This is an optimization exercise on Yosys and OpenROAD, whose aim is small area, not a production implementation.
Function was checked by simulation only, so behaviour that the tests miss may differ from the original.
The flow treats the clock pin as an ideal source, which a real chip does not have.
Power figures rest on the tool's default switching activity, not on a simulated workload.

// chipemu80_core
module chipemu80_core (
    input  wire        clk,
    input  wire        rst,
    output reg         mem_valid,
    output reg         mem_we,
    output reg  [15:0] mem_addr,
    output wire [7:0]  mem_wdata,
    input  wire        mem_ready,
    input  wire [7:0]  mem_rdata,
    output wire        halted,
    output wire        faulted,
    output wire [17:0] fault_addr,    
    output wire [15:0] fault_pc,
    output wire [7:0]  fault_op,
    output wire        unk_valid,
    output wire [7:0]  unk_op,
    output wire [15:0] unk_pc,
    output wire        render_yield,
    output wire [55:0] state_regs,    
    output wire [15:0] state_pc,
    output wire [15:0] state_sp,
    output wire [5:0]  state_flags    
);
Size in the first run: roughly 200 I/O pins, roughly 6500 um2 of cells after synthesis.
==> flow/config.mk <==
export PLATFORM = sky130hd
export DESIGN_NAME = chipemu80_core
export DESIGN_NICKNAME = chipemu80_core
export VERILOG_FILES = /design/flow/design.v
export SDC_FILE = /design/flow/constraint.sdc
export NUM_CORES = 4
export LEC_CHECK = 0
export CAP_MARGIN = 20
export CORE_MARGIN = 2
export CORE_UTILIZATION = 40
export GPL_TIMING_DRIVEN = 0
export PLACE_DENSITY = 0.6
export SLEW_MARGIN = 20
==> flow/constraint.sdc <==
create_clock -name core_clock -period 8.0 [get_ports {clk}]
set_input_delay 1.6000 -clock core_clock [delete_from_list [all_inputs] [get_ports {clk}]]
set_output_delay 1.6000 -clock core_clock [all_outputs]
set_load 0.01 [all_outputs]
standard.sh (not shown) runs the stock make flow with config.mk's settings and CLKGATE_MAP_FILE= SYNTH_SCRIPT=/design/flow/synth_recipe.tcl, a recipe that flattens the netlist after the stock synthesis.
==> flow/flow/run.sh <==
#!/bin/bash
# Own layout flow. It runs the standard flow with three changes:
#  1. after the standard synthesis, the combinational logic between the
#     registers is re-optimised for area by ABC (the register cells and
#     their names are kept exactly as the standard synthesis made them);
#     two ABC scripts are run and the smaller result kept;
#  2. the buffers synthesis leaves are removed at floorplan, and the port
#     buffers that global placement inserts use buf_1;
#  3. clock tree synthesis uses clkbuf_8 buffers and no dummy loads; then
#     leaf clock buffers that drive at most 9 sinks are resized to clkbuf_4
#     (post_cts.tcl can also merge leaves; CLK_MAX_FANOUT=0 turns that off).
# Each tool writes its full output to a log file in this folder.
set -euo pipefail
export BUFFER_PORTS_ARGS="-buffer_cell sky130_fd_sc_hd__buf_1"
export CTS_ARGS="-sink_clustering_enable -repair_clock_nets -dont_use_dummy_load -root_buf sky130_fd_sc_hd__clkbuf_8 -buf_list sky130_fd_sc_hd__clkbuf_8"

W=$PWD
export POST_CTS_TCL=$W/flow/post_cts.tcl
export CLK_SMALL_FANOUT=9
export CLK_MAX_FANOUT=0
export REMOVE_ABC_BUFFERS=1
R=$W/orfs/results/$FLOW_PLATFORM/chipemu80_core/base
LIB=$FLOW_HOME/platforms/$FLOW_PLATFORM/lib/sky130_fd_sc_hd__tt_025C_1v80.lib
YOSYS=$FLOW_HOME/../tools/install/yosys/bin/yosys
[[ -x $YOSYS ]] || YOSYS=yosys

bash standard.sh synth > synth.log 2>&1
cp $R/1_2_yosys.v $W/std_netlist.v

DU=$(sed -n '/DONT_USE_CELLS/,/^$/p' $FLOW_HOME/platforms/$FLOW_PLATFORM/config.mk | tr -d '\\' | tr ' ' '\n' | grep '^sky130' | sed 's/^/-dont_use /' | tr '\n' ' ')
# ABC scripts tried: deepsyn then the area mapper amap, or deepsyn then &nf
printf 'strash\n&get -n\n&deepsyn -T 60\n&put\namap\ndnsize\n' > $W/reopt0.abc
printf 'strash\n&get -n\n&deepsyn -T 60\n&nf -a\n&put\ndnsize\n' > $W/reopt1.abc
for S in 0 1; do
  cat > $W/reopt$S.ys <<EOT
read_liberty -ignore_miss_func $LIB
read_verilog $W/std_netlist.v
hierarchy -top $FLOW_TOP
setattr -mod -set keep_hierarchy 1 sky130_fd_sc_hd__*df* sky130_fd_sc_hd__conb_1
flatten
opt_clean -purge
abc -liberty $LIB $DU -script $W/reopt$S.abc
opt_clean -purge
splitnets
opt_clean -purge
hilomap -singleton -hicell sky130_fd_sc_hd__conb_1 HI -locell sky130_fd_sc_hd__conb_1 LO
insbuf -buf sky130_fd_sc_hd__buf_4 A X
opt_clean -purge
blackbox sky130_fd_sc_hd__*
tee -o $W/reopt${S}_stat.txt stat -liberty $LIB
write_verilog -noattr -nohex -nodec $W/reopt${S}_netlist.v
EOT
  $YOSYS -s $W/reopt$S.ys > $W/reopt$S.log 2>&1 &
done
wait
best=""; besta=1e18
for S in 0 1; do
  a=$( { grep "Chip area for module" $W/reopt${S}_stat.txt 2>/dev/null | tail -n 1 || echo "none 1e18"; } | awk '{print $NF}')
  echo "reopt seed $S area $a" >> $W/reopt_choice.log
  if awk "BEGIN{exit !($a < $besta)}"; then besta=$a; best=$S; fi
done
echo "chosen seed $best" >> $W/reopt_choice.log
cp $W/reopt${best}_netlist.v $W/reopt_netlist.v
cp $W/reopt_netlist.v $R/1_2_yosys.v
rm -f $R/1_synth.odb $R/1_synth.sdc
bash standard.sh > flow.log 2>&1
Other scripts of this flow, unchanged in this note and not shown: flow/flow/post_cts.tcl
The starting point completed with no timing, DRC or antenna violations.
Then changed:
--- a/flow/flow/run.sh
+++ b/flow/flow/run.sh
@@ -6 +6 @@
-#     two ABC scripts are run and the smaller result kept;
+#     three ABC runs with different seeds are made and the smallest kept;
@@ -31,4 +31,2 @@
-# ABC scripts tried: deepsyn then the area mapper amap, or deepsyn then &nf
-printf 'strash\n&get -n\n&deepsyn -T 60\n&put\namap\ndnsize\n' > $W/reopt0.abc
-printf 'strash\n&get -n\n&deepsyn -T 60\n&nf -a\n&put\ndnsize\n' > $W/reopt1.abc
-for S in 0 1; do
+for S in 0 1 2; do
+  printf 'strash\n&get -n\n&deepsyn -T 60 -S %s\n&nf -a\n&put\ndnsize\n' $S > $W/reopt$S.abc
@@ -57 +55 @@
-for S in 0 1; do
+for S in 0 1 2; do
Effect: Design area rose by 2.0%; setup slack gains 0.48 ns; fmax rose by 10%; first-iteration DRC count rose by 42%; clock power rose by about 2%; via count fell by 3.4%; die area rose by 1.8%.

re-timing with driven ports:
The results above use ideal ports. As a check the final layouts listed here were re-extracted and re-timed, cells and wires unchanged.
Step 1 (the two cells are an assumption about what drives the block):
set clk [get_ports {clk}]
set_driving_cell -lib_cell sky130_fd_sc_hd__clkbuf_16 $clk
set_driving_cell -lib_cell sky130_fd_sc_hd__buf_2 [delete_from_list [all_inputs] $clk]
Step 2 also shifts input and output timing later by t, the mid clock arrival at the registers, as if the neighbouring blocks saw the same clock.
Slacks: no drivers / after step 1 / after step 2; pairs: no drivers / after step 1.
run	shift t [ns]	setup slack, ns	worst hold slack (ns)	cell pins on the clock port's net
the first run	0.450	2.871 / 2.871 / 2.871	0.444 / 0.444 / 0.444	1
the second run	0.440	3.351 / 3.317 / 3.706	0.432 / 0.432 / 0.432	1
After both steps every run listed still meets setup and hold.
